What follows belongs to an exercise in optimizing a design on an open flow for small area and few clock cycles; a production flow would make more cautious choices.
Function was checked by simulation only, so behaviour that the tests miss may differ from the original.
Power figures rest on the tool's default switching activity, not on a simulated workload.

--- design/flow/config.mk ---
export PLATFORM = sky130hd
export DESIGN_NAME = pvd_core
export DESIGN_NICKNAME = pvd_core
export VERILOG_FILES = /design/flow/design.v
export SDC_FILE = /design/flow/constraint.sdc
export NUM_CORES = 4
export LEC_CHECK = 0
export CAP_MARGIN = 20
export CORE_MARGIN = 2
export CORE_UTILIZATION = 40
export SLEW_MARGIN = 20
--- design/flow/constraint.sdc ---
create_clock -name core_clock -period 240.0 [get_ports {clk}]
set_input_delay 48.0000 -clock core_clock [delete_from_list [all_inputs] [get_ports {clk}]]
set_output_delay 48.0000 -clock core_clock [all_outputs]
set_load 0.01 [all_outputs]
--- design/flow/design.v ---
module pvd_core (
    input  wire         clk,
    input  wire         rst,
    input  wire         ev_valid,
    output wire         ev_ready,
    input  wire [175:0] ev,
    input  wire [1:0]   range_sel,
    output wire         ann_valid,
    input  wire         ann_ready,
    output wire [149:0] ann
);
    localparam TS = 64;
    localparam [2:0] K_VOLT  = 3'd0;
    localparam [2:0] K_REGID = 3'd1;
    localparam [2:0] K_CHB   = 3'd2;
    localparam [2:0] K_CHA   = 3'd3;
    localparam [2:0] K_RLBL  = 3'd4;
    localparam [2:0] K_QUAD  = 3'd5;
    wire [3:0]    hdr      = ev[3:0];
    wire [TS-1:0] ev_start = ev[67:4];
    wire [TS-1:0] ev_end   = ev[131:68];
    wire [5:0]    rx_len   = ev[137:132];
    wire [15:0]   rx_vec   = ev[153:138];
    wire [5:0]    tx_len   = ev[159:154];
    wire [15:0]   tx_vec   = ev[175:160];
    wire is_bits = (hdr[0] == 1'b0);
    wire is_rise = (hdr == 4'b1001);
    reg  [16:0]   acc_rx;
    reg  [16:0]   acc_tx;
    reg           frame_start_valid;
    reg  [TS-1:0] frame_start_ts;
    reg  [TS-1:0] frame_end_ts;
    reg  [TS-1:0] bit_width_ts;
    reg           rx_present;
    reg           tx_present;
    reg  [149:0]  slot [0:5];
    reg  [5:0]    pend;
    assign ev_ready  = !rst && (pend == 6'd0);
    assign ann_valid = !rst && (pend != 6'd0);
    wire accept = ev_valid && ev_ready;
    wire [15:0] rx_mask = (rx_len >= 6'd16) ? 16'hffff : ((16'd1 << rx_len[3:0]) - 16'd1);
    wire [15:0] tx_mask = (tx_len >= 6'd16) ? 16'hffff : ((16'd1 << tx_len[3:0]) - 16'd1);
    wire [16:0] acc_rx_next = (acc_rx << rx_len) | {(rx_vec & rx_mask), 1'b0};
    wire [16:0] acc_tx_next = (acc_tx << tx_len) | {(tx_vec & tx_mask), 1'b0};
    wire rx_has = (rx_len != 6'd0);
    wire tx_has = (tx_len != 6'd0);
    function [TS-1:0] div_small;
        input [TS-1:0] num;
        input [4:0]    den;
        reg   [4:0]    r;
        reg   [5:0]    t;
        integer        i;
        begin
            r = 5'd0;
            for (i = TS - 1; i >= 0; i = i - 1) begin
                t = {r, num[i]};
                if (t >= {1'b0, den}) begin
                    div_small[i] = 1'b1;
                    r = t[4:0] - den;
                end else begin
                    div_small[i] = 1'b0;
                    r = t[4:0];
                end
            end
        end
    endfunction
    wire [TS-1:0] duration   = ev_end - ev_start;
    wire [4:0]    width_div  = tx_has ? tx_len[4:0] : rx_len[4:0];
    wire [TS-1:0] width_next = div_small(duration, width_div);
    wire [15:0] raw_rx = acc_rx[16:1];
    wire [15:0] raw_tx = acc_tx[16:1];
    reg  [13:0] rm;
    always @(*) begin
        case (range_sel)
            2'b01:   rm = 14'd2500;
            2'b10:   rm = 14'd10000;
            default: rm = 14'd5000;
        endcase
    end
    wire [29:0] volt_prod = raw_rx * rm;
    wire [31:0] volt_num  = {1'b0, volt_prod, 1'b0} + 32'd32767;
    wire [31:0] volt_q   = volt_num / 32'd65534;
    wire [15:0] mv       = volt_q[15:0];
    wire [5:0] ctl_reg  = raw_tx[14:9];
    wire       is_chsel = (ctl_reg == 6'd3);
    wire       is_range = (ctl_reg >= 6'd4) && (ctl_reg <= 6'd7);
    wire [TS-1:0] fs  = frame_start_ts;
    wire [TS-1:0] w   = bit_width_ts;
    wire [TS-1:0] c8  = fs + w * 64'd8;
    wire [TS-1:0] c10 = fs + w * 64'd10;
    wire [TS-1:0] c12 = fs + w * 64'd12;
    wire [TS-1:0] c14 = fs + w * 64'd14;
    wire [TS-1:0] c16 = fs + w * 64'd16;
    function [149:0] rec;
        input [TS-1:0] s;
        input [TS-1:0] e;
        input          cls;
        input [2:0]    kind;
        input [1:0]    aux;
        input [15:0]   val;
        rec = {val, aux, kind, cls, e, s};
    endfunction
    wire [149:0] r_volt = rec(fs, frame_end_ts, 1'b0, K_VOLT, 2'd0, mv);
    wire [149:0] r_label = is_chsel
        ? rec(fs, c8, 1'b1, K_REGID, 2'd0, {10'd0, ctl_reg})
        : rec(fs, c8, 1'b1, K_RLBL,  2'd0, {14'd0, ctl_reg[1:0]});
    wire [149:0] r_s2 = is_chsel
        ? rec(c8,  c12, 1'b1, K_CHB,  2'd0, {12'd0, raw_tx[7:4]})
        : rec(c8,  c10, 1'b1, K_QUAD, 2'd0, {14'd0, raw_tx[7:6]});
    wire [149:0] r_s3 = is_chsel
        ? rec(c12, c16, 1'b1, K_CHA,  2'd0, {12'd0, raw_tx[3:0]})
        : rec(c10, c12, 1'b1, K_QUAD, 2'd1, {14'd0, raw_tx[5:4]});
    wire [149:0] r_s4 = rec(c12, c14, 1'b1, K_QUAD, 2'd2, {14'd0, raw_tx[3:2]});
    wire [149:0] r_s5 = rec(c14, c16, 1'b1, K_QUAD, 2'd3, {14'd0, raw_tx[1:0]});
    wire ctl_emit = tx_present && (is_chsel || is_range);
    wire [5:0] new_pend = {ctl_emit && is_range,
                           ctl_emit && is_range,
                           ctl_emit,
                           ctl_emit,
                           ctl_emit,
                           rx_present};
    reg [2:0] head;
    always @(*) begin
        if      (pend[0]) head = 3'd0;
        else if (pend[1]) head = 3'd1;
        else if (pend[2]) head = 3'd2;
        else if (pend[3]) head = 3'd3;
        else if (pend[4]) head = 3'd4;
        else              head = 3'd5;
    end
    assign ann = slot[head];
    always @(posedge clk) begin
        if (rst) begin
            acc_rx            <= 17'd0;
            acc_tx            <= 17'd0;
            frame_start_valid <= 1'b0;
            frame_end_ts      <= {TS{1'b0}};
            bit_width_ts      <= {TS{1'b0}};
            rx_present        <= 1'b0;
            tx_present        <= 1'b0;
            pend              <= 6'd0;
        end else begin
            if (ann_valid && ann_ready)
                pend[head] <= 1'b0;
            if (accept) begin
                if (is_bits) begin
                    rx_present   <= rx_has;
                    tx_present   <= tx_has;
                    frame_end_ts <= ev_end;
                    if (!frame_start_valid) begin
                        frame_start_ts    <= ev_start;
                        frame_start_valid <= 1'b1;
                    end
                    if (rx_has)
                        acc_rx <= acc_rx_next;
                    if (tx_has)
                        acc_tx <= acc_tx_next;
                    if (rx_has || tx_has)
                        bit_width_ts <= width_next;
                end else if (is_rise) begin
                    slot[0] <= r_volt;
                    slot[1] <= r_label;
                    slot[2] <= r_s2;
                    slot[3] <= r_s3;
                    slot[4] <= r_s4;
                    slot[5] <= r_s5;
                    pend    <= new_pend;
                    acc_rx            <= 17'd0;
                    acc_tx            <= 17'd0;
                    frame_start_valid <= 1'b0;
                    rx_present        <= 1'b0;
                    tx_present        <= 1'b0;
                end
            end
        end
    end
endmodule
--- design/flow/run.sh ---
#!/bin/bash
# synth_recipe.tcl (not shown) runs the flow's synth.tcl, then flattens the netlist and writes it again
# the make line also repeats each setting of config.mk as NAME=value (left out here)
make -C /OpenROAD-flow-scripts/flow DESIGN_CONFIG=/design/flow/config.mk WORK_HOME=/design/flow/orfs CLKGATE_MAP_FILE= SYNTH_SCRIPT=/design/flow/synth_recipe.tcl finish
==> notes.md <==
## synth_stat cells, types with 216 or more instances
| master | count |
|---|---|
| sky130_fd_sc_hd__a21o_1 | 283 |
| sky130_fd_sc_hd__a21oi_1 | 1119 |
| sky130_fd_sc_hd__a22oi_1 | 216 |
| sky130_fd_sc_hd__clkbuf_1 | 252 |
| sky130_fd_sc_hd__edfxtp_1 | 599 |
| sky130_fd_sc_hd__fa_1 | 242 |
| sky130_fd_sc_hd__ha_1 | 1052 |
| sky130_fd_sc_hd__inv_1 | 846 |
| sky130_fd_sc_hd__nand2_1 | 909 |
| sky130_fd_sc_hd__nor2_1 | 615 |
| sky130_fd_sc_hd__o21ai_0 | 379 |
| sky130_fd_sc_hd__o21bai_1 | 360 |
| sky130_fd_sc_hd__xnor2_1 | 597 |
## cell families (layout without fill, tap and decap cells)
family                     Yosys count  in the layout
other                                1             26
AOI/OAI and AO/OA                 3409           3409
and+or+nand+nor                   2552           2552
xor gates and xnor gates           814            814
buffers and inverters             1190           1450
muxes                              236            236
DFF                                768            768
adders and majority gates         1296           1296
## power by group through the flow
| stage | registers (W) | logic [W] | clock network, W |
|---|---|---|---|
| after floorplan | 0.000246 | 0.296 | 0 |
| after global placement | 0.000228 | 0.244 | 0 |
## metal layers
layer	global-route usage [%]	part of all wire (%)
met3	2.660	5.4
met4	10.43	4.1
met1	33.91	45
met5	0	0.017
met2	40.34	45
## registers in the layout (all words and copies together) (netlist names)
name,cells
slot,535
frame_start_valid,1
acc_tx,16
frame_start_ts,64
tx_present,1
rx_present,1
frame_end_ts,64
pend,6
acc_rx,17
bit_width_ts,63
## how the worst max path moves through the flow
stage | from | end
after global placement | ev[38] | bit_width_ts[0]
after floorplan | ev[155] | bit_width_ts[0]
## area by class of cell
class	count	area share (%)
Sequential cell	768	21.65
Inverter	860	3.273
Multi-Input combinational cell	8311	64.00
Clock inverter	59	0.5905
Antenna cell	22	0.05575
Clock buffer	120	2.657
Tap cell	2975	3.770
Timing Repair Buffer	411	4.005
## metrics by stage
step	worst slack [ns]	util [%]	instance area [sq um]	cells	power (W)
detailed placement	53.28	43.08	95480	13320	0.2471
finish	52.53	44.55	98740	13530	0.2452
floorplan	69.35	-	89010	10270	0.2961
global placement	55.05	43.07	95460	13320	0.2442
global route	41.82	44.55	98740	13520	0.2465
CTS	53.57	44.52	98690	13500	0.2473
==> impl_metrics.yaml <==
status:
  status: "finished clean"
hold_path:
  hold_depth: 0
  worst_hold_path_type: "reg -> reg"
  hold_worst_path_end: "slot[0][0]"
  hold_start: "frame_start_ts[0]"
finish:
  layout.cells.most_common_list: "sky130_fd_sc_hd__a21oi_1 (1117), sky130_fd_sc_hd__ha_1 (1051), sky130_fd_sc_hd__nand2_1 (909)"
  fillerInstances: 21720
  final_layout_size_suffix_gt1_share_pct: 5.186
  multiInputGateArea_sq_um: 63200
  regArea_sq_um: 21380
  syn2layout_area_growth_pct: 10.95
  fin_nets: 11920
  layout_commonest_cell: "sky130_fd_sc_hd__a21oi_1"
setup_path:
  timing.critical_path.max_delay_family: "compound AO/OA/AOI/OAI gates"
  critPathArrivalTime_ns: 188.06
  regToRegStartpoint: "acc_rx[6]"
  worst-r2r-cell-count: 84
  endpoint_type_of_the_worst_setup_path: "flop"
  reg2reg_slack_ns: 210.54
  worstSetupStartpoint: "ev[38]"
  timing.critical_path.to: "bit_width_ts[0]"
  setup.worst_path.start_class: "input port"
  critical_path_required_ns: 240.60
  path_class: "in -> reg"
  critical_path.reg2reg.endpoint: "slot[0][134]"
  timing.critical_path.slowest_cell_delay_ns: 0.95
  critical_path.most_common_cell: "sky130_fd_sc_hd__a21oi_1"
  path_max_fanout: 17
  timing.critical_path.buf_inv: 32
  cpMaxStageDelayCell: "sky130_fd_sc_hd__nor4_1"
  critical_path_depth: 578
sta:
  fmaxAchievable_ghz: 0.005334
  timing_hold_violations_final: 0
  timing.clock.skew_ns: 0.04108
  relSlewSlack_pct: 21.52
  worst_pin_slew_ns: 1.177
  period_share_pct: 78.11
  final.setup.tns_ns: 0
  timing.final.crit_period_ns: 187.47
  final-max-slew-violation-count: 0
  grt_setup_unrepaired: "false"
  timing.hold.ws_ns: 0.4133
  number_of_setup_violations_in_the_final_report: 0
grt:
  first_global_vias: 77180
  globalRouteTotalUtil_pct: 24.98
  first_pass_grt_wire_length_microns: 445900
  maximum_number_of_pins_on_one_net_before_global_route_repair: 162
  globalRouteOverflowTotal: 0
  number_of_antenna_violations_at_the_first_check_in_global_routing: 40
logic_synthesis:
  syn-cell-area_sq_um: 89000
  postSynthCellCount: 10270
  async_flop_share_pct: 0
  synth_sequential_area_ratio_pct: 24.01
  yosys-mux-area-fraction_pct: 2.959
  synth.lib_cells_used.distinct: 150
  synth_compound_gate_area_share_pct: 25.79
  postSynth.topFlopCell: "sky130_fd_sc_hd__edfxtp_1"
  syn_area_per_cell_sq_um: 8.670
  yosysWarnings: 2
  synth_xor_area_share_pct: 8.044
  synth_top_area_share_pct: 20.21
  synthDominantAreaCellType: "sky130_fd_sc_hd__edfxtp_1"
  synth_edf_count: 599
  synth_fa_ha_area_share_pct: 20.25
  ys_seq_elements: 768
  synth_top_family_by_area: "compound AO/OA/AOI/OAI gates"
  synth_simple_gate_area_share_pct: 13.79
  yosys-top-cells-area: "sky130_fd_sc_hd__edfxtp_1 (20%), sky130_fd_sc_hd__ha_1 (15%), sky130_fd_sc_hd__a21oi_1 (6.3%)"
route:
  post_drt_via_cell_ratio: 5.831
  final_antenna_net_count: 0
  drc: 0
  initial_drc_count: 6196
  avgRoutedWirePerCell_microns: 21.60
  dr.pass1.iters: 6
  final_wl_microns: 292100
  route.vias.total: 78880
power:
  maxPowerGroup: "combinational logic"
  powerDensity_nw_per_um2: 2483
  sw_frac_of_total_pct: 58.02
  pg_comb_w: 0.245
  power_drawn_by_the_sequential_cells_w: 0.000224
  irDropWorstVdd_mv: 4.169
  total_leakage_power_nw: 41.63
  share_seq_of_total_power_pct: 0.1
  total_switching_power_w: 0.1423
  pwr-share-clk_pct: 0.1
  power.internal_w: 0.1029
  share_comb_of_total_power_pct: 99.8
  pg_clk_w: 0.000149
die:
  floorplan.die.height_microns: 475.7
  placeableCoreArea_sq_um: 221700
  die_area_sq_um: 226300
  row_count: 173
  num_io_pins: 334
  initial_core_util_pct: 40.15
  die_x_microns: 475.7
cts:
  clk_pin_slew_ns: 0.06
  post_cts_resize_count: 0
  cts_max_path_buffers: 3
  tritoncts_clock_tree: "yes"
  cts_hold_buffers: 0
  number_of_cts_inserted_buffers: 95
  cts_sinks: 768
  worstSkewPairLatency_ns: 0.76
  h_tree_level_count: 3
  postCtsSetupBuffers: 0
  root_buffer: "sky130_fd_sc_hd__clkbuf_16"
placement:
  detailedPlacementHpwl_microns: 227200
  placement.io_buffers: 332
  globalplace.congestion: 0.9516
job:
  timing.max_cap.violations: 0
Testbench counts, summed over its fixed seeds: cycles 20,000.

==> static timing again, ports no longer ideal <==
No port has a modelled driver above. Below, the same layout with a new extraction and two added sets of constraints. Step 1 assumes that a clkbuf_16 drives the clock port and a buf_2 every other input. Step 2 also shifts input and output timing later by t, the mid clock arrival at the registers, as if the neighbouring blocks saw the same clock. Slacks: ideal / step 1 / step 2; pairs: ideal / step 1.
t (ns): 0.837
setup slack, ns: 52.534 / 52.602 / 51.766
hold WS [ns]: 0.413 / 0.413 / 0.413
clock arrival spread, ns: 0.044 / 0.043
slew at the worst register clock pin (ns): 0.08 / 0.08
After both steps setup and hold are still met in this run. The setup slack of this run moves by +0.068 ns with the drivers and by -0.768 ns with both steps.
